Background: an optimization exercise with open tools, aiming at a short achievable clock period and few clock cycles. Do not read the settings as production practice. At most, simulation tests tie the RTL to the original design; equivalence was not proved. Function not checked in runs 2 to 5: the RTL went through the layout flow alone. Power figures rest on the tool's default switching activity, not on a simulated workload.

$ cat flow/constraint.sdc
create_clock -name core_clock -period 22.0 [get_ports {clk}]
set_input_delay 4.4000 -clock core_clock [delete_from_list [all_inputs] [get_ports {clk}]]
set_output_delay 4.4000 -clock core_clock [all_outputs]
set_load 0.01 [all_outputs]
$ cat flow/config.mk
export PLATFORM = sky130hd
export DESIGN_NAME = nr_core
export DESIGN_NICKNAME = nr_core
export VERILOG_FILES = /design/flow/design.v
export SDC_FILE = /design/flow/constraint.sdc
export NUM_CORES = 4
export LEC_CHECK = 0
export CAP_MARGIN = 20
export CORE_MARGIN = 2
export CORE_UTILIZATION = 40
export SLEW_MARGIN = 20
$ cat flow/design.v
module nr_core (
    input  wire        clk,
    input  wire        rst,         
    input  wire        cmd_valid,
    output wire        cmd_ready,
    input  wire [11:0] cmd,
    output reg         rsp_valid,
    output reg         rsp_ok,
    output reg  [31:0] rsp_val
);
    localparam [31:0] CRC_INIT = 32'hFFFFFFFF;
    localparam [31:0] CRC_POLY = 32'hEDB88320;
    reg [31:0] crc_r;    
    reg [16:0] key_r;    
    reg        kv_r;     
    reg        rst_q;    
    reg        cmd_qv;   
    reg [11:0] cmd_q;    
    reg [18:0] fold_s;   
    assign cmd_ready = 1'b1;
    function [31:0] absorb;
        input [31:0] r;
        input [7:0]  b;
        integer i;
        reg [31:0] t;
        begin
            t = r ^ {24'd0, b};
            for (i = 0; i < 8; i = i + 1)
                t = t[0] ? ((t >> 1) ^ CRC_POLY) : (t >> 1);
            absorb = t;
        end
    endfunction
    function [16:0] fold_t0;
        input [4:0] g;
        begin
            case (g)
                5'd0: fold_t0 = 17'd5313;
                5'd1: fold_t0 = 17'd36385;
                5'd2: fold_t0 = 17'd67457;
                5'd3: fold_t0 = 17'd98529;
                5'd4: fold_t0 = 17'd29601;
                5'd5: fold_t0 = 17'd60673;
                5'd6: fold_t0 = 17'd91745;
                5'd7: fold_t0 = 17'd22817;
                5'd8: fold_t0 = 17'd53889;
                5'd9: fold_t0 = 17'd84961;
                5'd10: fold_t0 = 17'd16033;
                5'd11: fold_t0 = 17'd47105;
                5'd12: fold_t0 = 17'd78177;
                5'd13: fold_t0 = 17'd9249;
                5'd14: fold_t0 = 17'd40321;
                5'd15: fold_t0 = 17'd71393;
                5'd16: fold_t0 = 17'd2465;
                5'd17: fold_t0 = 17'd33537;
                5'd18: fold_t0 = 17'd64609;
                5'd19: fold_t0 = 17'd95681;
                5'd20: fold_t0 = 17'd26753;
                5'd21: fold_t0 = 17'd57825;
                5'd22: fold_t0 = 17'd88897;
                5'd23: fold_t0 = 17'd19969;
                5'd24: fold_t0 = 17'd51041;
                5'd25: fold_t0 = 17'd82113;
                5'd26: fold_t0 = 17'd13185;
                5'd27: fold_t0 = 17'd44257;
                5'd28: fold_t0 = 17'd75329;
                5'd29: fold_t0 = 17'd6401;
                5'd30: fold_t0 = 17'd37473;
                5'd31: fold_t0 = 17'd68545;
                default: fold_t0 = 17'd0;
            endcase
        end
    endfunction
    function [16:0] fold_t1;
        input [4:0] g;
        begin
            case (g)
                5'd0: fold_t1 = 17'd0;
                5'd1: fold_t1 = 17'd94304;
                5'd2: fold_t1 = 17'd88608;
                5'd3: fold_t1 = 17'd82912;
                5'd4: fold_t1 = 17'd77216;
                5'd5: fold_t1 = 17'd71520;
                5'd6: fold_t1 = 17'd65824;
                5'd7: fold_t1 = 17'd60128;
                5'd8: fold_t1 = 17'd54432;
                5'd9: fold_t1 = 17'd48736;
                5'd10: fold_t1 = 17'd43040;
                5'd11: fold_t1 = 17'd37344;
                5'd12: fold_t1 = 17'd31648;
                5'd13: fold_t1 = 17'd25952;
                5'd14: fold_t1 = 17'd20256;
                5'd15: fold_t1 = 17'd14560;
                5'd16: fold_t1 = 17'd8864;
                5'd17: fold_t1 = 17'd3168;
                5'd18: fold_t1 = 17'd97472;
                5'd19: fold_t1 = 17'd91776;
                5'd20: fold_t1 = 17'd86080;
                5'd21: fold_t1 = 17'd80384;
                5'd22: fold_t1 = 17'd74688;
                5'd23: fold_t1 = 17'd68992;
                5'd24: fold_t1 = 17'd63296;
                5'd25: fold_t1 = 17'd57600;
                5'd26: fold_t1 = 17'd51904;
                5'd27: fold_t1 = 17'd46208;
                5'd28: fold_t1 = 17'd40512;
                5'd29: fold_t1 = 17'd34816;
                5'd30: fold_t1 = 17'd29120;
                5'd31: fold_t1 = 17'd23424;
                default: fold_t1 = 17'd0;
            endcase
        end
    endfunction
    function [16:0] fold_t2;
        input [4:0] g;
        begin
            case (g)
                5'd0: fold_t2 = 17'd0;
                5'd1: fold_t2 = 17'd17728;
                5'd2: fold_t2 = 17'd35456;
                5'd3: fold_t2 = 17'd53184;
                5'd4: fold_t2 = 17'd70912;
                5'd5: fold_t2 = 17'd88640;
                5'd6: fold_t2 = 17'd6368;
                5'd7: fold_t2 = 17'd24096;
                5'd8: fold_t2 = 17'd41824;
                5'd9: fold_t2 = 17'd59552;
                5'd10: fold_t2 = 17'd77280;
                5'd11: fold_t2 = 17'd95008;
                5'd12: fold_t2 = 17'd12736;
                5'd13: fold_t2 = 17'd30464;
                5'd14: fold_t2 = 17'd48192;
                5'd15: fold_t2 = 17'd65920;
                5'd16: fold_t2 = 17'd83648;
                5'd17: fold_t2 = 17'd1376;
                5'd18: fold_t2 = 17'd19104;
                5'd19: fold_t2 = 17'd36832;
                5'd20: fold_t2 = 17'd54560;
                5'd21: fold_t2 = 17'd72288;
                5'd22: fold_t2 = 17'd90016;
                5'd23: fold_t2 = 17'd7744;
                5'd24: fold_t2 = 17'd25472;
                5'd25: fold_t2 = 17'd43200;
                5'd26: fold_t2 = 17'd60928;
                5'd27: fold_t2 = 17'd78656;
                5'd28: fold_t2 = 17'd96384;
                5'd29: fold_t2 = 17'd14112;
                5'd30: fold_t2 = 17'd31840;
                5'd31: fold_t2 = 17'd49568;
                default: fold_t2 = 17'd0;
            endcase
        end
    endfunction
    wire ex_init = cmd_qv & (cmd_q == 12'h100);
    wire ex_byte = cmd_qv & (cmd_q[11:8] == 4'h2);
    wire ex_fold = cmd_qv & (cmd_q == 12'h300);
    wire [31:0] crc_next = (rst_q | ex_init) ? CRC_INIT :
                           ex_byte ? absorb(crc_r, cmd_q[7:0]) : crc_r;
    wire [31:0] fx = crc_next ^ 32'hFFFF5555;
    wire [18:0] fold_sum = {2'b00, fx[16:0]} + {2'b00, fold_t0(fx[21:17])} +
                           {2'b00, fold_t1(fx[26:22])} + {2'b00, fold_t2(fx[31:27])};
    wire [19:0] fd1 = {1'b0, fold_s} - 20'd100000;
    wire [19:0] fd2 = {1'b0, fold_s} - 20'd200000;
    wire [19:0] fd3 = {1'b0, fold_s} - 20'd300000;
    wire [19:0] fd4 = {1'b0, fold_s} - 20'd400000;
    wire [16:0] fold_key = !fd4[19] ? fd4[16:0] :
                           !fd3[19] ? fd3[16:0] :
                           !fd2[19] ? fd2[16:0] :
                           !fd1[19] ? fd1[16:0] : fold_s[16:0];
    wire        kv_eff  = (kv_r & ~rst_q) | ex_fold;
    wire [16:0] key_eff = ex_fold ? fold_key : key_r;
    always @(posedge clk) begin
        rst_q  <= rst;
        cmd_qv <= cmd_valid & ~rst;
        cmd_q  <= cmd;
        crc_r  <= crc_next;
        fold_s <= fold_sum;
        kv_r   <= kv_eff;
        if (ex_fold)
            key_r <= fold_key;
    end
    wire [3:0] op      = cmd[11:8];
    wire       imm_z   = (cmd[7:0] == 8'd0);
    reg        ok_n;
    reg [31:0] val_n;
    always @(*) begin
        ok_n  = 1'b1;
        val_n = 32'd0;
        case (op)
            4'h2: ;
            4'h1, 4'h3: if (!imm_z) begin ok_n = 1'b0; val_n = 32'd2; end
            4'h4: if (!imm_z) begin ok_n = 1'b0; val_n = 32'd2; end
                  else val_n = ~crc_next;
            4'h5: if (!imm_z) begin ok_n = 1'b0; val_n = 32'd2; end
                  else if (kv_eff) val_n = {15'd0, key_eff};
                  else begin ok_n = 1'b0; val_n = 32'd3; end
            default: begin ok_n = 1'b0; val_n = 32'd1; end
        endcase
    end
    always @(posedge clk) begin
        rsp_valid <= cmd_valid & ~rst;
        rsp_ok    <= ok_n;
        rsp_val   <= val_n;
    end
endmodule
$ cat flow/run.sh
#!/bin/bash
# synth_recipe.tcl (not shown) runs the flow's synth.tcl, then flattens the netlist and writes it again
# the make line also repeats each setting of config.mk as NAME=value (left out here)
make -C /OpenROAD-flow-scripts/flow DESIGN_CONFIG=/design/flow/config.mk WORK_HOME=/design/flow/orfs CLKGATE_MAP_FILE= SYNTH_SCRIPT=/design/flow/synth_recipe.tcl finish
==> results of run 1 <==
==> path summary, 6_finish.rpt <==
| kind | slack, ns | start | end |
|---|---|---|---|
| hold reg to reg | 0.44 | key_r[3]$_DFF_P_ | key_r[3]$_DFF_P_ |
| setup reg to reg | 15.34 | cmd_q[0]$_DFF_P_ | fold_s[16]$_DFF_P_ |
| setup / recovery | 15.34 | cmd_q[0]$_DFF_P_ | fold_s[16]$_DFF_P_ |
| hold / removal | 0.44 | key_r[3]$_DFF_P_ | key_r[3]$_DFF_P_ |
==> power breakdown <==
part | internal [mW] | switching, mW
Sequential | 0.219 | 0.0211
Combinational | 0.0681 | 0.0869
Clock | 0.196 | 0.102
==> metal layers <==
| layer | vias up | wire, um |
|---|---|---|
| li1 | 3529 | - |
| met1 | 3305 | 10900 |
| met2 | 198 | 9610 |
| met3 | 23 | 980 |
| met4 | 0 | 351 |
| met5 | - | 0 |
==> stage by stage <==
stage          power (mW)  instances
6_report            0.693       1304
5_1_grt             0.727       1304
4_1_cts             0.697       1304
3_5_place_dp        0.398       1273
3_3_place_gp        0.398       1272
2_1_floorplan       0.362       1006
==> cell type report <==
class                      count  area [sq um]
clock buffer                  20           457
clock inverter                11           178
fill                        1957         10700
inverter                      66           248
multi-input combinational    765          5530
sequential                   115          2300
tap                          270           338
timing repair buffer          57           568
==> flip-flops by register name, summed over array words and instances (netlist names) <==
| name | cells |
|---|---|
| rsp_ok | 1 |
| rsp_val | 32 |
| cmd_q | 12 |
| key_r | 17 |
| fold_s | 19 |
| rsp_valid | 1 |
| crc_r | 31 |
| kv_r | 1 |
| rst_q | 1 |
==> placed cells by master (no fill, tap or decap), types with 18 or more instances in the layout <==
master / instances
ha_1: 51
a21oi_1: 77
a211oi_1: 19
o21ai_0: 59
nand2_1: 117
o211ai_1: 24
nor2_1: 95
xnor2_1: 57
dfxtp_1: 115
clkdlybuf4s50_1: 48
nor3_1: 18
fa_1: 23
xor2_1: 28
inv_1: 61
==> logic make-up after synthesis <==
group / share of synthesized area, %
muxes: 1.38
other: 0.0450
AOI/OAI and AO/OA: 23.4
buffers and inverters: 5.99
DFF: 27.6
xor gates and xnor gates: 13.0
adders and majority gates: 13.2
and+or+nand+nor: 15.3
==> worst max-delay path: stages (launching register included) <==
cell and delay, ns:
dfxtp_1 0.45, xor2_4 0.35, xnor3_1 0.52, xor2_1 0.18
xnor2_1 0.13, nor2_1 0.08, a211oi_4 0.49, inv_1 0.23
ha_1 0.64, or2_2 0.22, nand2_1 0.05, o21ai_0 0.44
fa_1 0.51, inv_1 0.09, fa_1 0.39, ha_1 0.34
and3_1 0.24, o2111ai_1 0.18, a21oi_1 0.29, a21oi_1 0.11
o21ai_0 0.25, nand4_1 0.16, nand2_1 0.10, xor2_1 0.14
==> out/metrics.yaml, run 1 <==
rows: 52
dieArea_sq_um: 22000
htree_levels: 4
die_w_um: 148
antenna_cells: 0
tightest_slew_ns: 0.900
yosysMostFrequentCell: "nand2_1"
cts_sinks: 115
avgViaCountPerCell: 5.41
syn-mean-instance-area_sq_um: 8.28
place_area_sq_um: 8990
wire_per_inst_um: 16.8
drv_cap: 0
syn_nets: 1095
hpwl_um: 16100
grt_pass1_vias: 6514
wirelength_um: 21900
clk_latency_ns: 0.42
finalCriticalPeriod_ns: 6.66
dp_slack_ns: 15.18
yosysTopAreaCell: "dfxtp_1"
dr.pass1.iters: 5
finalSetupTns_ns: 0
fin_util_pct: 47.2
clk_pin_slew_ns: 0.05
clock.fmax_ghz: 0.150
ys.warnings.count: 1
netlist_instances: 1006
vias: 7055
cp_max_fo: 17
fin_skew_ns: 0.00742
ys_types: 80
die_y_um: 148
io_buffers: 48
ir_drop_mv: 0.0492
grt_pass1_wl_um: 35400
drc_errors: 0
rsz0062_at_grt: "no"
post-cts-setup-buffers: 0
cts_made_buffers: 17
grt_max_degree: 60
synthTopCellsByCount: "nand2_1, dfxtp_1, nor2_1, a21oi_1, inv_1"
root_buffer: "clkbuf_16"
leakage_nw: 4.04
gr-usage-met2_pct: 31.1
drt.antenna.violating_nets: 0
drive_above_1_share_pct: 7.16
synthArstFlopShare_pct: 0
cp-start-kind: "flip-flop"
fin_crit_sh_pct: 30.3
crit_path_end_kind: "flip-flop"
whs_ns: 0.443
yosys_register_bits: 115
status: "finished clean"
grt_use_met1_pct: 29.7
yosysSeqAreaShare_pct: 27.6
start_util_pct: 40.9
netlist_area_sq_um: 8330
finalHoldViolCount: 0
cts_hold_buf: 0
final-setup-viol-count: 0
critPathRequiredTime_ns: 22.34
drt_iter0_drc: 612
cts_tree: "done"
fin_area_sq_um: 9620
synth_edf_count: 0
hold_path_depth: 2
synth_ff_type: "dfxtp_1"
synth.top_cell.area_share_pct: 27.6
ios: 50
cts_buffer_depth: 2
grt-busiest-layer: "met2"
ctsResizeCount: 0
arrival_ns: 7.00
core_sq_um: 20400
area_delta_synth_final_pct: 15.5
criticalPathCategory: "reg -> reg"
slew_headroom_pct: 39.9
grt.total_usage_pct: 20.3
slew_viol_final: 0
gp_congestion: 0.894
fin_ws_ns: 15.34
grt_use_met3_pct: 3.65
yosys-top-cells-area: "dfxtp_1, ha_1, xnor2_1"
nets: 1111
worstHoldPathType: "reg -> reg"
p_per_area_nw_per_um2: 72.0
antenna_found_initial: 0
grt_overflow: 0
ff2ff_path_depth: 23
Testbench counts, summed over its fixed seeds: cycles 3,528.
==> inputs of run 2 (changes only) <==
--- a/flow/design.v
+++ b/flow/design.v
@@ -17,5 +17,6 @@
     reg        cmd_qv;   
     reg [11:0] cmd_q;    
-    reg [18:0] fold_s;   
+    reg [19:0] fold_s;   
+    reg [19:0] fold_c;   
     assign cmd_ready = 1'b1;
     function [31:0] absorb;
@@ -29,4 +30,25 @@
                 t = t[0] ? ((t >> 1) ^ CRC_POLY) : (t >> 1);
             absorb = t;
+        end
+    endfunction
+    function [20:0] ks_add;
+        input [20:0] a;
+        input [20:0] b;
+        integer i, d;
+        reg [20:0] p, g, pn, gn;
+        begin
+            p = a ^ b;
+            g = a & b;
+            for (d = 1; d < 21; d = d * 2) begin
+                pn = p;
+                gn = g;
+                for (i = d; i < 21; i = i + 1) begin
+                    gn[i] = g[i] | (p[i] & g[i-d]);
+                    pn[i] = p[i] & p[i-d];
+                end
+                p = pn;
+                g = gn;
+            end
+            ks_add = (a ^ b) ^ {g[19:0], 1'b0};
         end
     endfunction
@@ -157,14 +179,34 @@
                            ex_byte ? absorb(crc_r, cmd_q[7:0]) : crc_r;
     wire [31:0] fx = crc_next ^ 32'hFFFF5555;
-    wire [18:0] fold_sum = {2'b00, fx[16:0]} + {2'b00, fold_t0(fx[21:17])} +
-                           {2'b00, fold_t1(fx[26:22])} + {2'b00, fold_t2(fx[31:27])};
-    wire [19:0] fd1 = {1'b0, fold_s} - 20'd100000;
-    wire [19:0] fd2 = {1'b0, fold_s} - 20'd200000;
-    wire [19:0] fd3 = {1'b0, fold_s} - 20'd300000;
-    wire [19:0] fd4 = {1'b0, fold_s} - 20'd400000;
-    wire [16:0] fold_key = !fd4[19] ? fd4[16:0] :
-                           !fd3[19] ? fd3[16:0] :
-                           !fd2[19] ? fd2[16:0] :
-                           !fd1[19] ? fd1[16:0] : fold_s[16:0];
+    wire [19:0] fa0 = {3'b000, fx[16:0]};
+    wire [19:0] fa1 = {3'b000, fold_t0(fx[21:17])};
+    wire [19:0] fa2 = {3'b000, fold_t1(fx[26:22])};
+    wire [19:0] fa3 = {3'b000, fold_t2(fx[31:27])};
+    wire [19:0] fs1 = fa0 ^ fa1 ^ fa2;
+    wire [19:0] fc1 = {(fa0[18:0] & fa1[18:0]) | (fa0[18:0] & fa2[18:0]) |
+                       (fa1[18:0] & fa2[18:0]), 1'b0};
+    wire [19:0] fs2 = fs1 ^ fc1 ^ fa3;
+    wire [19:0] fc2 = {(fs1[18:0] & fc1[18:0]) | (fs1[18:0] & fa3[18:0]) |
+                       (fc1[18:0] & fa3[18:0]), 1'b0};
+    function [20:0] fold_sub;
+        input [19:0] s;
+        input [19:0] c;
+        input [19:0] k;
+        reg [19:0] t, u;
+        begin
+            t = s ^ c ^ k;
+            u = {(s[18:0] & c[18:0]) | (s[18:0] & k[18:0]) | (c[18:0] & k[18:0]), 1'b0};
+            fold_sub = ks_add({1'b0, t}, {(s[19] & c[19]) | (s[19] & k[19]) | (c[19] & k[19]), u});
+        end
+    endfunction
+    wire [20:0] fd0 = ks_add({1'b0, fold_s}, {1'b0, fold_c});
+    wire [20:0] fd1 = fold_sub(fold_s, fold_c, 20'd948576);    
+    wire [20:0] fd2 = fold_sub(fold_s, fold_c, 20'd848576);    
+    wire [20:0] fd3 = fold_sub(fold_s, fold_c, 20'd748576);    
+    wire [20:0] fd4 = fold_sub(fold_s, fold_c, 20'd648576);    
+    wire [16:0] fold_key = fd4[20] ? fd4[16:0] :
+                           fd3[20] ? fd3[16:0] :
+                           fd2[20] ? fd2[16:0] :
+                           fd1[20] ? fd1[16:0] : fd0[16:0];
     wire        kv_eff  = (kv_r & ~rst_q) | ex_fold;
     wire [16:0] key_eff = ex_fold ? fold_key : key_r;
@@ -174,5 +216,6 @@
         cmd_q  <= cmd;
         crc_r  <= crc_next;
-        fold_s <= fold_sum;
+        fold_s <= fs2;
+        fold_c <= fc2;
         kv_r   <= kv_eff;
         if (ex_fold)
--- a/flow/config.mk
+++ b/flow/config.mk
@@ -6,6 +6,8 @@
 export NUM_CORES = 4
 export LEC_CHECK = 0
+export ABC_CLOCK_PERIOD_IN_PS = 4000
 export CAP_MARGIN = 20
 export CORE_MARGIN = 2
 export CORE_UTILIZATION = 40
+export SETUP_SLACK_MARGIN = 5
 export SLEW_MARGIN = 20
==> run 2 against run 1 <==
Against the previous run: register-to-register slack better by 1.5 ns; largest power group is now combinational cells; first-iteration DRC count shrank 8.0%; sequential share of layout area shrank 2.6 points; worst setup slack improved by 0.55 ns; count of clock-buffer cells in the layout is 3 lower; power grew 28%; fmax rose by 9.1%; critical endpoint is now rsp_val[8]$_DFF_P_; clock skew up 0.0039 ns; highest routed layer unchanged; die area grew 25%; non-clock buffer count is 7 higher.
==> out/metrics.yaml, run 2 <==
status: "finished clean"  # unchanged
netlist_instances: 1275  # was 1,006
clk_latency_ns: 0.43  # was 0.42 ns
ir_drop_mv: 0.0609  # was 0.0492 mV
critPathRequiredTime_ns: 22.32  # was 22.34 ns
wl_met2_um: 13800  # was 9610 um
synth.top_cell.area_share_pct: 24.0  # was 27.6%
synth_ff_type: "dfxtp_1"  # unchanged
drv_cap: 0  # unchanged
syn-mean-instance-area_sq_um: 8.24  # was 8.28 sq um
cp_max_fo: 30  # was 17
yosys-top-cells-area: "dfxtp_1, ha_1, xnor2_1"  # unchanged
cts_made_buffers: 17  # unchanged
yosys_register_bits: 126  # was 115
tightest_slew_ns: 0.972  # was 0.900 ns
rsz0062_at_grt: "no"  # unchanged
final_common_cell: "dfxtp_1"  # was nand2_1
leakage_nw: 5.05  # was 4.04 nW
yosysMostFrequentCell: "dfxtp_1"  # was nand2_1
multi_input_area_sq_um: 7200  # was 5530 sq um
vias: 9039  # was 7,055
cts_hold_buf: 0  # unchanged
place_area_sq_um: 11200  # was 8990 sq um
finalHoldViolCount: 0  # unchanged
cts_buffer_depth: 2  # unchanged
fin_ws_ns: 15.89  # was 15.34 ns
nets: 1414  # was 1,111
grt_overflow: 0  # unchanged
final-setup-viol-count: 0  # unchanged
slew_headroom_pct: 34.6  # was 39.9%
dr.pass1.iters: 5  # unchanged
whs_ns: 0.455  # was 0.443 ns
criticalPathCategory: "in -> reg"  # was reg -> reg
io_buffers: 48  # unchanged
wl_met3_um: 1560  # was 980 um
nFillCells: 2540  # was 1,957
dp_slack_ns: 15.48  # was 15.18 ns
synth_edf_count: 0  # unchanged
post-cts-setup-buffers: 0  # unchanged
clk_pin_slew_ns: 0.06  # was 0.05 ns
ys.warnings.count: 1  # unchanged
slew_viol_final: 0  # unchanged
finalCriticalPeriod_ns: 6.11  # was 6.66 ns
die_w_um: 166  # was 148 um
core_sq_um: 25900  # was 20,400 sq um
fin_skew_ns: 0.0113  # was 0.00742 ns
wl_met1_um: 13700  # was 10,900 um
gp_congestion: 0.920  # was 0.894
dr.max_layer_used: "met4"  # unchanged
drt_iter0_drc: 563  # was 612
antenna_found_initial: 0  # unchanged
synthTopCellsByCount: "dfxtp_1, inv_1, nand2_1, nor2_1, ha_1"  # was nand2_1, dfxtp_1, nor2_1, a21oi_1, inv_1
cp-start-kind: "input pin"  # was flip-flop
crit_path_end_kind: "flip-flop"  # unchanged
synthArstFlopShare_pct: 0  # unchanged
die_y_um: 166  # was 148 um
regMostFlops: "rsp_val"  # unchanged
drive_above_1_share_pct: 7.73  # was 7.16%
drt.antenna.violating_nets: 0  # unchanged
avgViaCountPerCell: 5.55  # was 5.41
finalSetupTns_ns: 0  # unchanged
dieArea_sq_um: 27600  # was 22,000 sq um
seq_area_sq_um: 2520  # was 2300 sq um
cts_sinks: 126  # was 115
worstHoldPathType: "reg -> reg"  # unchanged
grt_max_degree: 64  # was 60
start_util_pct: 40.5  # was 40.9%
syn_nets: 1408  # was 1,095
netlist_area_sq_um: 10500  # was 8330 sq um
ys_types: 94  # was 80
fin_area_sq_um: 11800  # was 9620 sq um
area_delta_synth_final_pct: 12.7  # was 15.5%
drc_errors: 0  # unchanged
grt.total_usage_pct: 21.3  # was 20.3%
p_per_area_nw_per_um2: 75.0  # was 72.0 nW/um^2
ctsResizeCount: 0  # unchanged
arrival_ns: 6.43  # was 7.00 ns
cts_tree: "done"  # unchanged
yosysSeqAreaShare_pct: 24.0  # was 27.6%
grt_pass1_vias: 8608  # was 6,514
fin_crit_sh_pct: 27.8  # was 30.3%
hpwl_um: 22900  # was 16,100 um
rows: 59  # was 52
ios: 50  # unchanged
grt_pass1_wl_um: 47200  # was 35,400 um
root_buffer: "clkbuf_16"  # unchanged
wirelength_um: 29600  # was 21,900 um
htree_levels: 4  # unchanged
wire_per_inst_um: 18.2  # was 16.8 um
yosysTopAreaCell: "dfxtp_1"  # unchanged
reg_top3: "rsp_val: 32 flops, crc_r: 30 flops, fold_s: 18 flops"  # was rsp_val: 32 flops, crc_r: 31 flops, fold_s: 19 flops
largest_reg_flops: 32  # unchanged
layout_common_cells: "dfxtp_1, inv_1, nand2_1, nor2_1, ha_1"  # was nand2_1, dfxtp_1, nor2_1, a21oi_1, inv_1
clock.fmax_ghz: 0.164  # was 0.150 GHz
antenna_cells: 0  # unchanged
[run 2: cell count changes after synthesis, moves of 11 or more]
| cell | change |
|---|---|
| o211ai_1 | +15 |
| dfxtp_1 | +11 |
| ha_1 | +41 |
| clkbuf_1 | +11 |
| o2bb2ai_1 | +11 |
| nor3_1 | +11 |
| inv_1 | +51 |
[run 2: per-layer routing]
layer,vias to the layer above,global-route usage (%)
met5,-,0
met2,252,34.7
met1,4290,29.0
met3,38,3.48
li1,4459,-
met4,0,6.43
[run 2: logic make-up (layout without fill, tap and decap cells)]
kind of cell | Yosys count | count (layout) | synth area share (%)
compound gates | 372 | 372 | 25.1
xor+xnor | 119 | 119 | 11.2
fa+ha+maj | 118 | 118 | 15.9
buf+inv | 196 | 215 | 7.48
flops | 126 | 126 | 24.0
mux | 17 | 17 | 1.81
other cells | 1 | 1 | 0.0357
simple gates | 326 | 326 | 14.5
[run 2: worst paths after layout]
check,start,to,slack [ns],depth (start not counted)
max,cmd[0],rsp_val[8]$_DFF_P_,15.89,8
min,fold_s[1]$_DFF_P_,key_r[1]$_DFF_P_,0.45,2
max reg2reg,fold_s[3]$_DFF_P_,fold_s[13]$_DFF_P_,16.88,16
min reg2reg,fold_s[1]$_DFF_P_,key_r[1]$_DFF_P_,0.45,2
[run 2: final cells by class]
| cell class | instances | area share, % |
|---|---|---|
| Inverter | 119 | 3.77 |
| Multi-Input combinational cell | 953 | 60.8 |
| Sequential cell | 126 | 21.3 |
| Timing Repair Buffer | 64 | 5.07 |
| Clock inverter | 15 | 1.88 |
| Clock buffer | 17 | 3.59 |
| Tap cell | 335 | 3.54 |
[run 2: worst max-delay path, cell delays in order]
cell and delay [ns]:
clkdlybuf4s50_1 0.43, nor4_1 0.42, nand2_1 0.18, nor3_1 0.33
nand2b_1 0.10, buf_4 0.27, o22a_1 0.25, o41ai_1 0.06
[run 2: per-stage QoR]
step / std cells / total power [mW] / util, %
after floorplan: 1275 / 0.508 / -
after global placement: 1597 / 0.577 / 43.2
after detailed placement: 1597 / 0.580 / 43.2
after CTS: 1629 / 0.890 / 45.7
after global routing: 1629 / 0.939 / 45.7
final: 1629 / 0.888 / 45.7
[run 2: report_power, final]
part | switching [mW] | total [mW] | internal, mW
combinational | 0.203 | 0.337 | 0.134
sequential | 0.00729 | 0.244 | 0.236
clock | 0.113 | 0.307 | 0.194
==> inputs of run 3 (changes only) <==
==> flow/flow/run.sh (new file) <==
#!/bin/bash
# Own layout flow: the standard flow (standard.sh, unchanged synthesis),
# with the timing repair asked to reach a setup slack of SETUP_MARGIN ns on
# the design's clock, so that gates are sized for a short achieved period.
set -euo pipefail
MARGIN=$(cat flow/margin.txt)
bash standard.sh SETUP_SLACK_MARGIN=$MARGIN finish > standard_flow.log 2>&1
==> flow/flow/margin.txt (new file) <==
17
==> flow/standard.sh (new file) <==
#!/bin/bash
# synth_recipe.tcl (not shown) runs the flow's synth.tcl, then flattens the netlist and writes it again
# the make line also repeats each setting of config.mk as NAME=value (left out here)
make -C /OpenROAD-flow-scripts/flow DESIGN_CONFIG=/design/flow/config.mk WORK_HOME=/design/flow/orfs CLKGATE_MAP_FILE= SYNTH_SCRIPT=/design/flow/synth_recipe.tcl "${@:-finish}"
--- a/flow/config.mk
+++ b/flow/config.mk
@@ -10,4 +10,3 @@
 export CORE_MARGIN = 2
 export CORE_UTILIZATION = 40
-export SETUP_SLACK_MARGIN = 5
 export SLEW_MARGIN = 20
removed: flow/run.sh
==> run 3 against run 2 <==
Against the previous run: synthesized cell count unchanged; wire length increased by 1.7%; worst setup slack improved by 0.72 ns; register-to-register slack improved by 0.45 ns; highest routed layer unchanged; count of clock-buffer cells in the layout unchanged; largest power group unchanged; first-iteration DRC count increased by 22%.
==> out/metrics.yaml, run 3 <==
grt_overflow: 0  # unchanged
clk_pin_slew_ns: 0.06  # about the same
synthAdderAreaFrac_pct: 15.9  # unchanged
cts_tree: "done"  # unchanged
synth_ff_type: "dfxtp_1"  # unchanged
cts_buffer_depth: 2  # unchanged
area_delta_synth_final_pct: 15.9  # was 12.7%
finalHoldViolCount: 0  # unchanged
drt_iter0_drc: 685  # was 563
final-setup-viol-count: 0  # unchanged
p_clk_share_pct: 32.4  # was 34.6%
yosysMostFrequentCell: "dfxtp_1"  # unchanged
reg_top3: "rsp_val: 32 flops, crc_r: 30 flops, fold_s: 18 flops"  # unchanged
final_common_cell: "inv_1"  # was dfxtp_1
start_util_pct: 40.5  # unchanged
path_common_cell: "nand2b_4"
drive_above_1_share_pct: 15.5  # was 7.73%
criticalPathCategory: "in -> reg"  # unchanged
critical_path.cell_chain: "dlygate4sd2_1, nand2b_4, nor3_4, nand2b_4, buf_12, o22a_1, o31ai_1"  # was clkdlybuf4s50_1, nor4_1, nand2_1, nor3_1, nand2b_1, buf_4, o22a_1, o41ai_1
netlist_instances: 1275  # unchanged
cts_made_buffers: 17  # unchanged
synth.top_cell.area_share_pct: 24.0  # unchanged
grt_max_degree: 64  # unchanged
syn_nets: 1408  # unchanged
clk_latency_ns: 0.42  # was 0.43 ns
crit_buf_inv: 2  # unchanged
crit_start: "cmd[9]"  # was cmd[0]
io_buffers: 48  # unchanged
rows: 59  # unchanged
synth_top_family_by_area: "compound AO/OA/AOI/OAI gates"  # unchanged
antenna_found_initial: 0  # unchanged
ir_drop_mv: 0.0434  # was 0.0609 mV
hpwl_um: 22800  # was 22,900 um
synth_compound_area_share_pct: 25.1  # unchanged
drv_cap: 0  # unchanged
p_per_area_nw_per_um2: 70.8  # was 75.0 nW/um^2
dieArea_sq_um: 27600  # unchanged
crit_path_end_kind: "flip-flop"  # unchanged
status: "finished clean"  # unchanged
slowest_delay_ns: 0.30  # was 0.43 ns
rsz0062_at_grt: "yes"  # was no
yosysSeqAreaShare_pct: 24.0  # unchanged
yosys-top-cells-area: "dfxtp_1, ha_1, xnor2_1"  # unchanged
drt.antenna.violating_nets: 0  # unchanged
switching_share_pct: 38.3  # was 36.4%
final_cell_count_no_fill: 1641  # was 1,629
timing.rr.start: "fold_s[6]$_DFF_P_"  # was fold_s[3]$_DFF_P_
critPathRequiredTime_ns: 22.32  # about the same
synthArstFlopShare_pct: 0  # unchanged
synth_simple_gate_area_share_pct: 14.5  # unchanged
core_sq_um: 25900  # unchanged
yosysTopAreaCell: "dfxtp_1"  # unchanged
regMostFlops: "rsp_val"  # unchanged
slew_viol_final: 0  # unchanged
wire_per_inst_um: 18.4  # was 18.2 um
antenna_cells: 0  # unchanged
slew_headroom_pct: 30.3  # was 34.6%
netlist_area_sq_um: 10500  # unchanged
finalCriticalPeriod_ns: 5.39  # was 6.11 ns
dr.pass1.iters: 5  # unchanged
finalSetupTns_ns: 0  # unchanged
dp_cells: 1597  # unchanged
fin_crit_sh_pct: 24.5  # was 27.8%
fin_skew_ns: 0.0139  # was 0.0113 ns
layout_common_cells: "inv_1, nand2_1, dfxtp_1, ha_1, nor2_1"  # was dfxtp_1, inv_1, nand2_1, nor2_1, ha_1
root_buffer: "clkbuf_16"  # unchanged
nets: 1426  # was 1,414
hp-start: "key_r[16]$_DFF_P_"  # was fold_s[1]$_DFF_P_
cp_slowest_cell: "dlygate4sd2_1"  # was clkdlybuf4s50_1
tightest_slew_ns: 1.04  # was 0.972 ns
worstHoldPathType: "reg -> reg"  # unchanged
synth_edf_count: 0  # unchanged
die_y_um: 166  # unchanged
syn-mean-instance-area_sq_um: 8.24  # unchanged
drc_errors: 0  # unchanged
synthTopCellsByCount: "dfxtp_1, inv_1, nand2_1, nor2_1, ha_1"  # unchanged
gp_congestion: 0.927  # was 0.920
p_comb_share_pct: 39.4  # was 38.0%
cp_max_fo: 6  # was 30
muxShareOfSynthArea_pct: 1.81  # unchanged
pwr-share-seq_pct: 28.2  # was 27.4%
arrival_ns: 5.71  # was 6.43 ns
grt.total_usage_pct: 21.2  # was 21.3%
net-switching-power_mw: 0.330  # was 0.323 mW
die_w_um: 166  # unchanged
synth-xor-area-share_pct: 11.2  # unchanged
clock.fmax_ghz: 0.186  # was 0.164 GHz
yosys_register_bits: 126  # unchanged
largest_reg_flops: 32  # unchanged
leakage_nw: 5.27  # was 5.05 nW
cts_sinks: 126  # unchanged
ys.warnings.count: 1  # unchanged
htree_levels: 4  # unchanged
cp_top_family: "simple AND/OR/NAND/NOR gates"  # unchanged
wirelength_um: 30100  # was 29,600 um
grt_pass1_vias: 8447  # was 8,608
cp-start-kind: "input pin"  # unchanged
whs_ns: 0.460  # was 0.455 ns
avgViaCountPerCell: 5.55  # about the same
ios: 50  # unchanged
ys_types: 94  # unchanged
grt_pass1_wl_um: 47100  # was 47,200 um
vias: 9114  # was 9,039
p_int_mw: 0.532  # was 0.565 mW
## run 3: final cells by class
| cell class | instances | area, sq um |
|---|---|---|
| fillers | 2507 | 13700 |
| multi-input cells | 953 | 7450 |
| flip-flops and latches | 126 | 2550 |
| repair buffers | 76 | 712 |
| inverters | 119 | 447 |
| clock buffers | 17 | 425 |
| well taps | 335 | 419 |
| clock inverters | 15 | 166 |
## run 3: cell families after synthesis
kind of cell               Yosys count
other                                1
DFF                                126
AOI/OAI and AO/OA                  372
xor gates and xnor gates           119
muxes                               17
buffers and inverters              196
adders and majority gates          118
and+or+nand+nor                    326
## run 3: per-layer routing
metal  wire, um  global-route usage (%)  part of all wire [%]  vias up
met5          0                       0                     0        -
met1      14100                    30.1                    47     4348
met4        565                    5.41                   1.9        0
met3       1410                    2.67                   4.7       33
li1           -                       -                     -     4476
met2      14100                    34.3                    47      257
## run 3: final timing paths
kind	to	slack, ns	cells past startpoint
setup / recovery	rsp_val[10]$_DFF_P_	16.61	7
hold / removal	key_r[16]$_DFF_P_	0.46	2
setup reg to reg	rsp_val[16]$_DFF_P_	17.33	13
hold reg to reg	key_r[16]$_DFF_P_	0.46	2
## run 3: power groups by stage
stage | combinational, mW | sequential [mW] | clock, mW
2_1_floorplan | 0.262 | 0.246 | 0
3_3_place_gp | 0.329 | 0.248 | 0
3_5_place_dp | 0.331 | 0.249 | 0
4_1_cts | 0.333 | 0.243 | 0.283
5_1_grt | 0.373 | 0.244 | 0.293
6_report | 0.339 | 0.243 | 0.279
## run 3: worst reg2reg max path, stage by stage (launching register included)
cell and delay (ns):
dfxtp_1 0.36, ha_1 0.26, inv_1 0.11, fa_1 0.74
inv_1 0.16, o41ai_2 0.56, a21oi_1 0.17, o21ai_1 0.39
a41oi_2 0.17, buf_4 0.23, nand2_1 0.25, o21ai_0 0.15
a221oi_1 0.80, o32ai_1 0.18
## run 3: stage by stage
step                cell area (sq um)  power [mW]  setup slack, ns  utilization, %
CTS                             11900       0.859            16.60            45.9
finish                          12200       0.862            16.61            47.0
floorplan                       10600       0.508            16.37               -
global route                    12200       0.911            16.53            47.0
global placement                11200       0.578            15.56            43.3
detailed placement              11200       0.579            15.53            43.3
## run 3: timing repair
action                     in CTS  in global routing
pin swaps                       4                  3
buffers inserted                4                  5
hold buffers                    0                  0
setup endpoints to repair      72                 82
resized for setup             222                 52
gates cloned                    2                  1
==> inputs of run 4 (changes only) <==
==> flow/flow/run.sh (replaced) <==
#!/bin/bash
# Own layout flow: the standard flow (standard.sh, unchanged synthesis),
# with the timing repair asked to reach a setup slack of flow/margin.txt ns
# on the design's clock, so that gates are sized for a short achieved
# period, and plain buffers (not delay cells) on the ports.
set -euo pipefail
MARGIN=$(cat flow/margin.txt)
bash standard.sh SETUP_SLACK_MARGIN=$MARGIN \
  "BUFFER_PORTS_ARGS=-buffer_cell sky130_fd_sc_hd__buf_4" \
  finish > standard_flow.log 2>&1
--- a/flow/config.mk
+++ b/flow/config.mk
@@ -6,5 +6,5 @@
 export NUM_CORES = 4
 export LEC_CHECK = 0
-export ABC_CLOCK_PERIOD_IN_PS = 4000
+export ABC_CLOCK_PERIOD_IN_PS = 2000
 export CAP_MARGIN = 20
 export CORE_MARGIN = 2
==> run 4 against run 3 <==
Against the previous run: fmax about the same; final cell count down 0.43%; wire length down 0.61%.
==> out/metrics.yaml, run 4 <==
vias: 9103  # was 9,114
multi_input_area_sq_um: 7370  # was 7450 sq um
drc_errors: 0  # unchanged
finalSetupTns_ns: 0  # unchanged
cp-start-kind: "input pin"  # unchanged
dp_slack_ns: 15.82  # was 15.53 ns
avgViaCountPerCell: 5.57  # was 5.55
ys.warnings.count: 1  # unchanged
ys_types: 94  # unchanged
ir_drop_mv: 0.0399  # was 0.0434 mV
clk_pin_slew_ns: 0.06  # about the same
root_buffer: "clkbuf_16"  # unchanged
slowest_delay_ns: 0.33  # was 0.30 ns
timing.rr.start: "cmd_q[5]$_DFF_P_"  # was fold_s[6]$_DFF_P_
place_area_sq_um: 11100  # was 11,200 sq um
core_sq_um: 25900  # unchanged
synth_edf_count: 0  # unchanged
critPathRequiredTime_ns: 22.34  # was 22.32 ns
crit-reg2reg-capture: "fold_s[6]$_DFF_P_"  # was rsp_val[16]$_DFF_P_
drt.antenna.violating_nets: 0  # unchanged
hpwl_um: 22900  # was 22,800 um
synth_ff_type: "dfxtp_1"  # unchanged
cp_slowest_cell: "nor3_4"  # was dlygate4sd2_1
hp-start: "key_r[5]$_DFF_P_"  # was key_r[16]$_DFF_P_
critical_path.cell_chain: "buf_6, nor4_4, nand2_2, nor3_4, nand2b_4, buf_8, nor2_1"  # was dlygate4sd2_1, nand2b_4, nor3_4, nand2b_4, buf_12, o22a_1, o31ai_1
fin_skew_ns: 0.0224  # was 0.0139 ns
area_delta_synth_final_pct: 14.8  # was 15.9%
holdPathEnd: "key_r[5]$_DFF_P_"  # was key_r[16]$_DFF_P_
drv_cap: 0  # unchanged
tightest_slew_ns: 1.11  # was 1.04 ns
slew_headroom_pct: 25.0  # was 30.3%
regMostFlops: "rsp_val"  # unchanged
grt_pass1_wl_um: 47400  # was 47,100 um
rrSetupSlack_ns: 17.25  # was 17.33 ns
worstHoldPathType: "reg -> reg"  # unchanged
criticalPathCategory: "in -> reg"  # unchanged
seq_area_sq_um: 2570  # was 2550 sq um
slew_viol_final: 0  # unchanged
reg_top3: "rsp_val: 32 flops, crc_r: 30 flops, fold_s: 18 flops"  # unchanged
nets: 1419  # was 1,426
synthArstFlopShare_pct: 0  # unchanged
rsz0062_at_grt: "yes"  # unchanged
yosysSeqAreaShare_pct: 24.0  # unchanged
wire_per_inst_um: 18.3  # was 18.4 um
clock.fmax_ghz: 0.186  # about the same
start_util_pct: 40.5  # unchanged
gp_congestion: 0.939  # was 0.927
final-setup-viol-count: 0  # unchanged
drive_above_1_share_pct: 15.5  # about the same
fin_crit_sh_pct: 24.5  # about the same
cts_made_buffers: 17  # unchanged
clk_latency_ns: 0.43  # was 0.42 ns
yosys-top-cells-area: "dfxtp_1, ha_1, xnor2_1"  # unchanged
synth.top_cell.area_share_pct: 24.0  # unchanged
dr.pass1.iters: 7  # was 5
antenna_found_initial: 0  # unchanged
whs_ns: 0.463  # was 0.460 ns
arrival_ns: 5.73  # was 5.71 ns
htree_levels: 4  # unchanged
grt_pass1_vias: 8631  # was 8,447
drt_iter0_drc: 725  # was 685
dp_cells: 1597  # unchanged
nFillCells: 2502  # was 2,507
yosysMostFrequentCell: "dfxtp_1"  # unchanged
grt_max_degree: 64  # unchanged
rows: 59  # unchanged
die_y_um: 166  # unchanged
layout_common_cells: "inv_1, nand2_1, nor2_1, dfxtp_1, ha_1"  # was inv_1, nand2_1, dfxtp_1, ha_1, nor2_1
final_cell_count_no_fill: 1634  # was 1,641
cts_tree: "done"  # unchanged
fin_ws_ns: 16.61  # about the same
ios: 50  # unchanged
leakage_nw: 5.22  # was 5.27 nW
finalHoldViolCount: 0  # unchanged
power_mw: 0.863  # was 0.862 mW
antenna_cells: 0  # unchanged
grt_overflow: 0  # unchanged
syn-mean-instance-area_sq_um: 8.24  # unchanged
netlist_area_sq_um: 10500  # unchanged
dieArea_sq_um: 27600  # unchanged
fin_util_pct: 46.6  # was 47.0%
yosys_register_bits: 126  # unchanged
yosysTopAreaCell: "dfxtp_1"  # unchanged
finalCriticalPeriod_ns: 5.39  # about the same
final_common_cell: "inv_1"  # unchanged
status: "finished clean"  # unchanged
syn_nets: 1408  # unchanged
cp_max_fo: 15  # was 6
cts_buffer_depth: 2  # unchanged
wirelength_um: 29900  # was 30,100 um
grt.total_usage_pct: 21.3  # was 21.2%
p_per_area_nw_per_um2: 71.5  # was 70.8 nW/um^2
largest_reg_flops: 32  # unchanged
hold_path_depth: 1  # was 2
cts_sinks: 126  # unchanged
netlist_instances: 1275  # unchanged
io_buffers: 48  # unchanged
crit_path_end_kind: "flip-flop"  # unchanged
synthTopCellsByCount: "dfxtp_1, inv_1, nand2_1, nor2_1, ha_1"  # unchanged
ff2ff_path_depth: 12  # was 13
fin_area_sq_um: 12100  # was 12,200 sq um
die_w_um: 166  # unchanged
run 4: cell counts after synthesis:
Identical to the previous run, type by type.
run 4: critical path: cells and delay by family:
family | cells | cell delay (ns)
buffers and inverters | 2 | 0.29
and+or+nand+nor | 5 | 1.03
run 4: cell type report:
type / instances / area share, %
Multi-Input combinational cell: 954 / 61.1
Sequential cell: 126 / 21.3
Timing Repair Buffer: 68 / 5.51
Inverter: 119 / 3.70
Clock buffer: 17 / 3.53
Tap cell: 335 / 3.47
Clock inverter: 15 / 1.38
run 4: cells by family after synthesis:
| group | synth area share, % |
|---|---|
| other cells | 0.0357 |
| xor+xnor | 11.2 |
| compound gates | 25.1 |
| simple gates | 14.5 |
| flops | 24.0 |
| mux | 1.81 |
| fa+ha+maj | 15.9 |
| buf+inv | 7.48 |
run 4: layer usage:
layer  track usage (%)  part of all wire (%)  vias to the layer above
met1              29.6                    46                     4316
li1                  -                     -                     4463
met4              7.26                   2.5                        0
met3              3.41                   5.2                       40
met5                 0                     0                        -
met2              33.6                    46                      284
run 4: timing repair:
item                                    in CTS  in global routing
endpoints found under the setup margin      66                 77
gates resized for setup                     79                 18
hold endpoints to repair                     0                  0
hold buffers                                 0                  0
cloned                                       1                  0
buffers inserted                             3                  1
pin swaps                                   10                  4
run 4: worst max path at each step:
stage,endpoint,depth (start not counted),slack (ns),from
after floorplan,rsp_val[16]$_DFF_P_,7,16.37,cmd[6]
after global placement,rsp_val[21]$_DFF_P_,7,15.83,cmd[6]
after detailed placement,rsp_val[29]$_DFF_P_,7,15.82,cmd[6]
after global routing,rsp_val[31]$_DFF_P_,7,16.52,cmd[5]
after CTS,rsp_val[8]$_DFF_P_,7,16.65,cmd[5]
final,rsp_val[31]$_DFF_P_,7,16.61,cmd[5]
run 4: report_power, final:
group          total, mW  leakage [nW]  internal [mW]  switching [mW]
registers          0.243          1.04          0.236         0.00711
logic              0.338          3.89          0.135           0.204
clock network      0.281         0.282          0.161           0.120
==> inputs of run 5 (changes only) <==
--- a/flow/config.mk
+++ b/flow/config.mk
@@ -6,5 +6,5 @@
 export NUM_CORES = 4
 export LEC_CHECK = 0
-export ABC_CLOCK_PERIOD_IN_PS = 2000
+export ABC_CLOCK_PERIOD_IN_PS = 10
 export CAP_MARGIN = 20
 export CORE_MARGIN = 2
==> run 5 against run 4 <==
Against the previous run: combinational power barely moved; first-iteration DRC count unchanged; sequential power barely moved; count of clock-buffer cells in the layout stayed put; final cell count unchanged; still clean on timing, DRC and antenna; sequential share of layout area unchanged; worst setup slack is the same; highest routed layer unchanged; critical endpoint unchanged; power unchanged; synthesized area did not move; via count is the same; wire length did not move; die area is the same.
==> out/metrics.yaml, run 5 <==
root_buffer: "clkbuf_16"  # unchanged
start_util_pct: 40.5  # unchanged
yosysTopAreaCell: "dfxtp_1"  # unchanged
critical_path.cell_chain: "buf_6, nor4_4, nand2_2, nor3_4, nand2b_4, buf_8, nor2_1"  # unchanged
synth_edf_count: 0  # unchanged
ys.warnings.count: 1  # unchanged
htree_levels: 4  # unchanged
syn_nets: 1408  # unchanged
slew_headroom_pct: 25.0  # unchanged
synthTopCellsByCount: "dfxtp_1, inv_1, nand2_1, nor2_1, ha_1"  # unchanged
dr.pass1.iters: 7  # unchanged
io_buffers: 48  # unchanged
cp-start-kind: "input pin"  # unchanged
p_int_mw: 0.532  # unchanged
syn-mean-instance-area_sq_um: 8.24  # unchanged
leakage_nw: 5.22  # unchanged
layout_common_cells: "inv_1, nand2_1, nor2_1, dfxtp_1, ha_1"  # unchanged
grt_pass1_vias: 8631  # unchanged
finalSetupTns_ns: 0  # unchanged
status: "finished clean"  # unchanged
rrSetupSlack_ns: 17.25  # about the same
ir_drop_mv: 0.0399  # unchanged
netlist_instances: 1275  # unchanged
largest_reg_flops: 32  # unchanged
slowest_delay_ns: 0.33  # about the same
final-setup-viol-count: 0  # unchanged
synth_ff_type: "dfxtp_1"  # unchanged
synthArstFlopShare_pct: 0  # unchanged
grt_max_degree: 64  # unchanged
drt_iter0_drc: 725  # unchanged
critPathRequiredTime_ns: 22.34  # about the same
wire_per_inst_um: 18.3  # unchanged
fin_skew_ns: 0.0224  # unchanged
yosysMostFrequentCell: "dfxtp_1"  # unchanged
yosys_register_bits: 126  # unchanged
pwr-share-seq_pct: 28.2  # about the same
cts_made_buffers: 17  # unchanged
ys_types: 94  # unchanged
p_per_area_nw_per_um2: 71.5  # unchanged
antenna_cells: 0  # unchanged
regMostFlops: "rsp_val"  # unchanged
worstHoldPathType: "reg -> reg"  # unchanged
cp_slowest_cell: "nor3_4"  # unchanged
grt_overflow: 0  # unchanged
die_w_um: 166  # unchanged
dieArea_sq_um: 27600  # unchanged
clk_pin_slew_ns: 0.06  # about the same
cts_hold_buf: 0  # unchanged
netlist_area_sq_um: 10500  # unchanged
drv_cap: 0  # unchanged
drt.antenna.violating_nets: 0  # unchanged
switching_share_pct: 38.3  # unchanged
rsz0062_at_grt: "yes"  # unchanged
final_common_cell: "inv_1"  # unchanged
reg_top3: "rsp_val: 32 flops, crc_r: 30 flops, fold_s: 18 flops"  # unchanged
antenna_found_initial: 0  # unchanged
fin_util_pct: 46.6  # unchanged
finalCriticalPeriod_ns: 5.39  # unchanged
finalHoldViolCount: 0  # unchanged
cp_max_fo: 15  # unchanged
rows: 59  # unchanged
slew_viol_final: 0  # unchanged
avgViaCountPerCell: 5.57  # unchanged
core_sq_um: 25900  # unchanged
yosys-top-cells-area: "dfxtp_1, ha_1, xnor2_1"  # unchanged
drive_above_1_share_pct: 15.5  # unchanged
crit_buf_inv: 2  # unchanged
yosysSeqAreaShare_pct: 24.0  # unchanged
fin_crit_sh_pct: 24.5  # unchanged
cts_sinks: 126  # unchanged
nFillCells: 2502  # unchanged
net-switching-power_mw: 0.331  # unchanged
grt.total_usage_pct: 21.3  # unchanged
criticalPathCategory: "in -> reg"  # unchanged
wirelength_um: 29900  # unchanged
ios: 50  # unchanged
cts_tree: "done"  # unchanged
gp_congestion: 0.939  # unchanged
p_clk_share_pct: 32.6  # about the same
grt_pass1_wl_um: 47400  # unchanged
synth.top_cell.area_share_pct: 24.0  # unchanged
hpwl_um: 22900  # unchanged
drc_errors: 0  # unchanged
cp_top_family: "simple AND/OR/NAND/NOR gates"  # unchanged
arrival_ns: 5.73  # about the same
clk_latency_ns: 0.43  # about the same
clock.fmax_ghz: 0.186  # unchanged
die_y_um: 166  # unchanged
vias: 9103  # unchanged
tightest_slew_ns: 1.11  # unchanged
cts_buffer_depth: 2  # unchanged
p_comb_share_pct: 39.2  # about the same
area_delta_synth_final_pct: 14.8  # unchanged
nets: 1419  # unchanged
crit_path_end_kind: "flip-flop"  # unchanged
-- run 5: cell counts in the layout (fill, tap and decap cells not counted) --
No cell type changed its count.
-- run 5: per-stage QoR --
stage               hold slack, ns  area [sq um]  setup slack, ns  std cells  power (mW)
global route                 0.487         12100            16.52       1634       0.912
finish                       0.463         12100            16.61       1634       0.863
floorplan                    0.413         10600            16.37       1275       0.508
CTS                          0.460         12000            16.65       1633       0.863
global placement             0.441         11100            15.83       1597       0.577
detailed placement           0.440         11100            15.82       1597       0.578
-- run 5: final cells by class --
| class | instances | area, sq um | area share, % |
|---|---|---|---|
| clock inverter | 15 | 166 | 1.38 |
| multi-input combinational | 954 | 7370 | 61.1 |
| tap | 335 | 419 | 3.47 |
| sequential | 126 | 2570 | 21.3 |
| clock buffer | 17 | 425 | 3.53 |
| timing repair buffer | 68 | 664 | 5.51 |
| inverter | 119 | 447 | 3.70 |
-- run 5: path summary, 6_finish.rpt --
check | from | endpoint | cells after the start
setup / recovery | cmd[5] | rsp_val[31]$_DFF_P_ | 7
hold reg to reg | key_r[5]$_DFF_P_ | key_r[5]$_DFF_P_ | 1
hold / removal | key_r[5]$_DFF_P_ | key_r[5]$_DFF_P_ | 1
setup reg to reg | cmd_q[5]$_DFF_P_ | fold_s[6]$_DFF_P_ | 12
-- run 5: logic make-up (layout without fill, tap and decap cells) --
family | Yosys count | in the layout | synth area share, %
simple gates | 326 | 327 | 14.5
fa+ha+maj | 118 | 118 | 15.9
buf+inv | 196 | 219 | 7.48
flops | 126 | 126 | 24.0
mux | 17 | 17 | 1.81
compound gates | 372 | 372 | 25.1
other cells | 1 | 1 | 0.0357
xor+xnor | 119 | 119 | 11.2
-- run 5: power groups by stage --
stage          Clock, mW  Combinational (mW)  Sequential [mW]
2_1_floorplan          0               0.262            0.246
4_1_cts            0.286               0.333            0.243
3_3_place_gp           0               0.328            0.248
6_report           0.281               0.338            0.243
5_1_grt            0.297               0.371            0.244
3_5_place_dp           0               0.330            0.248
-- run 5: timing repair --
action | 4_1_cts | 5_1_grt
endpoints found under the setup margin | 66 | 77
gates resized for setup | 79 | 18
endpoints found under the hold margin | 0 | 0
buffers inserted | 3 | 1
pin swaps | 10 | 4
gates cloned | 1 | 0
-- run 5: per-layer routing --
metal  wire length [um]  track usage (%)
met5                  0                0
met4                748             7.26
met3               1570             3.41
met2              13800             33.6
met1              13800             29.6
==> inputs of run 6 (changes only) <==
--- a/flow/design.v
+++ b/flow/design.v
@@ -222,22 +222,12 @@
             key_r <= fold_key;
     end
-    wire [3:0] op      = cmd[11:8];
-    wire       imm_z   = (cmd[7:0] == 8'd0);
-    reg        ok_n;
-    reg [31:0] val_n;
-    always @(*) begin
-        ok_n  = 1'b1;
-        val_n = 32'd0;
-        case (op)
-            4'h2: ;
-            4'h1, 4'h3: if (!imm_z) begin ok_n = 1'b0; val_n = 32'd2; end
-            4'h4: if (!imm_z) begin ok_n = 1'b0; val_n = 32'd2; end
-                  else val_n = ~crc_next;
-            4'h5: if (!imm_z) begin ok_n = 1'b0; val_n = 32'd2; end
-                  else if (kv_eff) val_n = {15'd0, key_eff};
-                  else begin ok_n = 1'b0; val_n = 32'd3; end
-            default: begin ok_n = 1'b0; val_n = 32'd1; end
-        endcase
-    end
+    wire        ok_n;
+    wire [31:0] val_n;
+    wire [31:0] key_w = {15'd0, key_eff};
+    nr_resp_ok u_ok (.cmd(cmd), .kv(kv_eff), .ok(ok_n));
+    nr_resp_slice #(.LSB(0))  u_v0 (.cmd(cmd), .crc(crc_next[7:0]),   .kv(kv_eff), .key(key_w[7:0]),   .val(val_n[7:0]));
+    nr_resp_slice #(.LSB(8))  u_v1 (.cmd(cmd), .crc(crc_next[15:8]),  .kv(kv_eff), .key(key_w[15:8]),  .val(val_n[15:8]));
+    nr_resp_slice #(.LSB(16)) u_v2 (.cmd(cmd), .crc(crc_next[23:16]), .kv(kv_eff), .key(key_w[23:16]), .val(val_n[23:16]));
+    nr_resp_slice #(.LSB(24)) u_v3 (.cmd(cmd), .crc(crc_next[31:24]), .kv(kv_eff), .key(key_w[31:24]), .val(val_n[31:24]));
     always @(posedge clk) begin
         rsp_valid <= cmd_valid & ~rst;
@@ -246,2 +236,43 @@
     end
 endmodule
+module nr_resp_ok (
+    input  wire [11:0] cmd,
+    input  wire        kv,
+    output reg         ok
+);
+    wire [3:0] op    = cmd[11:8];
+    wire       imm_z = (cmd[7:0] == 8'd0);
+    always @(*) begin
+        case (op)
+            4'h2:             ok = 1'b1;
+            4'h1, 4'h3, 4'h4: ok = imm_z;
+            4'h5:             ok = imm_z & kv;
+            default:          ok = 1'b0;
+        endcase
+    end
+endmodule
+module nr_resp_slice #(
+    parameter LSB = 0
+) (
+    input  wire [11:0] cmd,
+    input  wire [7:0]  crc,
+    input  wire        kv,
+    input  wire [7:0]  key,
+    output wire [7:0]  val
+);
+    wire [3:0] op    = cmd[11:8];
+    wire       imm_z = (cmd[7:0] == 8'd0);
+    wire rdcrc = (op == 4'h4) & imm_z;
+    wire rdkey = (op == 4'h5) & imm_z & kv;
+    wire [1:0] err = (op == 4'h0 || op > 4'h5) ? 2'd1 :
+                     (op != 4'h2 && !imm_z)    ? 2'd2 :
+                     (op == 4'h5 && !kv)       ? 2'd3 : 2'd0;
+    genvar j;
+    generate
+        for (j = 0; j < 8; j = j + 1) begin : g_bit
+            wire k = (LSB + j <= 16) ? key[j] : 1'b0;
+            wire e = (LSB + j <= 1)  ? err[j] : 1'b0;
+            assign val[j] = (rdcrc & ~crc[j]) | (rdkey & k) | e;
+        end
+    endgenerate
+endmodule
--- a/flow/config.mk
+++ b/flow/config.mk
@@ -6,7 +6,10 @@
 export NUM_CORES = 4
 export LEC_CHECK = 0
-export ABC_CLOCK_PERIOD_IN_PS = 10
 export CAP_MARGIN = 20
 export CORE_MARGIN = 2
 export CORE_UTILIZATION = 40
+export CTS_CLUSTER_DIAMETER = 300
+export CTS_CLUSTER_SIZE = 40
 export SLEW_MARGIN = 20
+export SYNTH_HIERARCHICAL = 1
+export SYNTH_MINIMUM_KEEP_SIZE = 0
==> run 6 against run 5 <==
Against the previous run: still clean on timing, DRC and antenna; worst hold slack better by 0.0011 ns; final area rose by 8.5%; non-clock buffer count up 3; critical path type is now reg -> out; critical endpoint is now rsp_val[11]; largest cell class unchanged; largest power group unchanged.
==> out/metrics.yaml, run 6 <==
cp_top_family: "flip-flops"  # was simple AND/OR/NAND/NOR gates
vias: 10000  # was 9,103
critPathRequiredTime_ns: 17.60  # was 22.34 ns
tightest_slew_ns: 1.01  # was 1.11 ns
finalSetupTns_ns: 0  # unchanged
syn-mean-instance-area_sq_um: 8.25  # was 8.24 sq um
slowest_delay_ns: 0.36  # was 0.33 ns
finalCriticalPeriod_ns: 5.28  # was 5.39 ns
drc_errors: 0  # unchanged
grt_pass1_wl_um: 53400  # was 47,400 um
avgViaCountPerCell: 5.69  # was 5.57
grt_max_degree: 45  # was 64
cts_sinks: 126  # unchanged
rsz0062_at_grt: "yes"  # unchanged
pwr-share-seq_pct: 28.7  # was 28.2%
hold_path_depth: 2  # was 1
die_y_um: 171  # was 166 um
ir_drop_mv: 0.0328  # was 0.0399 mV
critical_path.cell_chain: "buf_6"  # was buf_6, nor4_4, nand2_2, nor3_4, nand2b_4, buf_8, nor2_1
slew_viol_final: 0  # unchanged
root_buffer: "clkbuf_16"  # unchanged
p_int_mw: 0.528  # was 0.532 mW
antenna_found_initial: 0  # unchanged
cts_buffer_depth: 2  # unchanged
htree_levels: 4  # unchanged
final-setup-viol-count: 0  # unchanged
cp-start-kind: "flip-flop"  # was input pin
crit_path_end_kind: "output pin"  # was flip-flop
final_common_cell: "inv_1"  # unchanged
wirelength_um: 34100  # was 29,900 um
io_buffers: 48  # unchanged
fin_crit_sh_pct: 24.0  # was 24.5%
cp_slowest_cell: "dfxtp_2"  # was nor3_4
drive_above_1_share_pct: 17.5  # was 15.5%
whs_ns: 0.464  # was 0.463 ns
finalHoldViolCount: 0  # unchanged
rows: 61  # was 59
dieArea_sq_um: 29300  # was 27,600 sq um
antenna_cells: 0  # unchanged
worst-path-stages: 1  # was 7
worstHoldPathType: "reg -> reg"  # unchanged
start_util_pct: 40.5  # about the same
leakage_nw: 5.49  # was 5.22 nW
criticalPathCategory: "reg -> out"  # was in -> reg
area_delta_synth_final_pct: 17.1  # was 14.8%
netlist_instances: 1355  # was 1,275
slew_headroom_pct: 31.8  # was 25.0%
p_per_area_nw_per_um2: 64.5  # was 71.5 nW/um^2
fin_util_pct: 47.4  # was 46.6%
crit_buf_inv: 1  # was 2
die_w_um: 171  # was 166 um
p_clk_share_pct: 33.7  # was 32.6%
drt.antenna.violating_nets: 0  # unchanged
cp_max_fo: 1  # was 15
nFillCells: 2670  # was 2,502
syn_nets: 1498  # was 1,408
clock.fmax_ghz: 0.189  # was 0.186 GHz
hpwl_um: 26200  # was 22,900 um
netlist_area_sq_um: 11200  # was 10,500 sq um
cts_hold_buf: 0  # unchanged
ff2ff_path_depth: 13  # was 12
status: "finished clean"  # unchanged
reg_top3: "crc_r: 32 flops, rsp_val: 32 flops, key_r: 17 flops"  # was rsp_val: 32 flops, crc_r: 30 flops, fold_s: 18 flops
arrival_ns: 0.88  # was 5.73 ns
wire_per_inst_um: 19.4  # was 18.3 um
clk_latency_ns: 0.43  # about the same
dr.pass1.iters: 5  # was 7
p_comb_share_pct: 37.6  # was 39.2%
cts_tree: "done"  # unchanged
drv_cap: 0  # unchanged
switching_share_pct: 37.5  # was 38.3%
ys.warnings.count: 8  # was 1
grt_pass1_vias: 9296  # was 8,631
net-switching-power_mw: 0.317  # was 0.331 mW
gp_congestion: 0.918  # was 0.939
power_mw: 0.844  # was 0.863 mW
cts_made_buffers: 17  # unchanged
nets: 1510  # was 1,419
grt.total_usage_pct: 23.6  # was 21.3%
layout_common_cells: "inv_1, nand2_1, nor2_1, ha_1, dfxtp_1"  # was inv_1, nand2_1, nor2_1, dfxtp_1, ha_1
ios: 50  # unchanged
fin_skew_ns: 0.0184  # was 0.0224 ns
core_sq_um: 27600  # was 25,900 sq um
drt_iter0_drc: 824  # was 725
grt_overflow: 0  # unchanged
clk_pin_slew_ns: 0.07  # was 0.06 ns
==> run 6: changes by cell type in the layout (fill, tap and decap cells not counted), sizes merged, moves of 8 or more <==
cell,change
a2111oi,+10
o21ai,+10
a211oi,-9
nand3,+23
or3,+11
o2bb2ai,-9
or2,+8
xor2,-20
or4,+18
nor4,+15
o211ai,-12
xnor3,+14
==> run 6: metal layers <==
metal	global-route usage, %	share of wire, %	vias up
met5	0	0	-
met4	7.70	2.4	0
met3	4.05	6.0	54
met2	37.5	46	337
met1	32.6	46	4803
li1	-	-	4815
==> run 6: timing repair <==
item	4_1_cts	5_1_grt
resized for setup	100	35
cloned	1	0
endpoints found under the setup margin	72	82
pin swaps	14	9
endpoints found under the hold margin	0	0
buffers inserted	9	2
==> run 6: final timing paths <==
path                                          start           endpoint  slack (ns)
worst max-delay path            rsp_val[11]$_DFF_P_        rsp_val[11]       16.72
worst min register to register     key_r[0]$_DFF_P_   key_r[0]$_DFF_P_        0.46
worst max register to register     crc_r[0]$_DFF_P_  fold_s[7]$_DFF_P_       17.10
worst min-delay path               key_r[0]$_DFF_P_   key_r[0]$_DFF_P_        0.46
==> run 6: final cells by class <==
type / count / area, sq um / area share [%]
clock buffers: 18 / 439 / 3.35
clock inverters: 14 / 145 / 1.11
inverters: 124 / 469 / 3.58
multi-input cells: 1026 / 8230 / 62.9
flip-flops and latches: 126 / 2560 / 19.6
well taps: 378 / 473 / 3.61
repair buffers: 71 / 763 / 5.83
repair inverters: 1 / 5.00 / 0.0382
==> run 6: through the flow <==
stage | instances | instance area [sq um] | setup WS [ns]
after CTS | 1756 | 12900 | 16.71
after floorplan | 1355 | 11300 | 16.57
final | 1758 | 13100 | 16.72
after global routing | 1758 | 13100 | 16.70
after detailed placement | 1714 | 11900 | 16.24
after global placement | 1714 | 11900 | 16.26
==> run 6: power groups by stage <==
stage / clock network (mW) / registers, mW / logic (mW)
2_1_floorplan: 0 / 0.245 / 0.233
3_3_place_gp: 0 / 0.247 / 0.303
3_5_place_dp: 0 / 0.247 / 0.305
4_1_cts: 0.287 / 0.242 / 0.310
5_1_grt: 0.297 / 0.243 / 0.349
6_report: 0.285 / 0.242 / 0.318
Testbench counts of run 6, summed over its fixed seeds: cycles 3,528.

[static timing again, ports no longer ideal]
No port has a modelled driver above. Below, the same layouts with a new extraction and two added sets of constraints.
Step 1, drivers: a clkbuf_16 drives clk and a buf_2 each remaining input, both assumed.
Step 2 times the ports against the registers' clock, not the clock port: input delays grow and output delays shrink by t, the midpoint of the rising clock arrivals with the driver on.
Three values: no drivers, after step 1, after step 2; two values: the first two.
| run | t, ns | slack for setup (ns) | latest minus earliest clock arrival (ns) |
|---|---|---|---|
| run 1 | 0.456 | 15.341 / 15.341 / 15.186 | 0.007 / 0.008 |
| run 2 | 0.463 | 15.894 / 15.911 / 15.448 | 0.011 / 0.012 |
| run 3 | 0.456 | 16.613 / 16.617 / 16.161 | 0.014 / 0.014 |
| run 4 | 0.462 | 16.614 / 16.621 / 16.159 | 0.024 / 0.024 |
| run 5 | 0.462 | 16.614 / 16.621 / 16.159 | 0.024 / 0.024 |
| run 6 | 0.465 | 16.718 / 16.674 / 16.361 | 0.019 / 0.019 |
After both steps setup and hold are still met in every run listed.
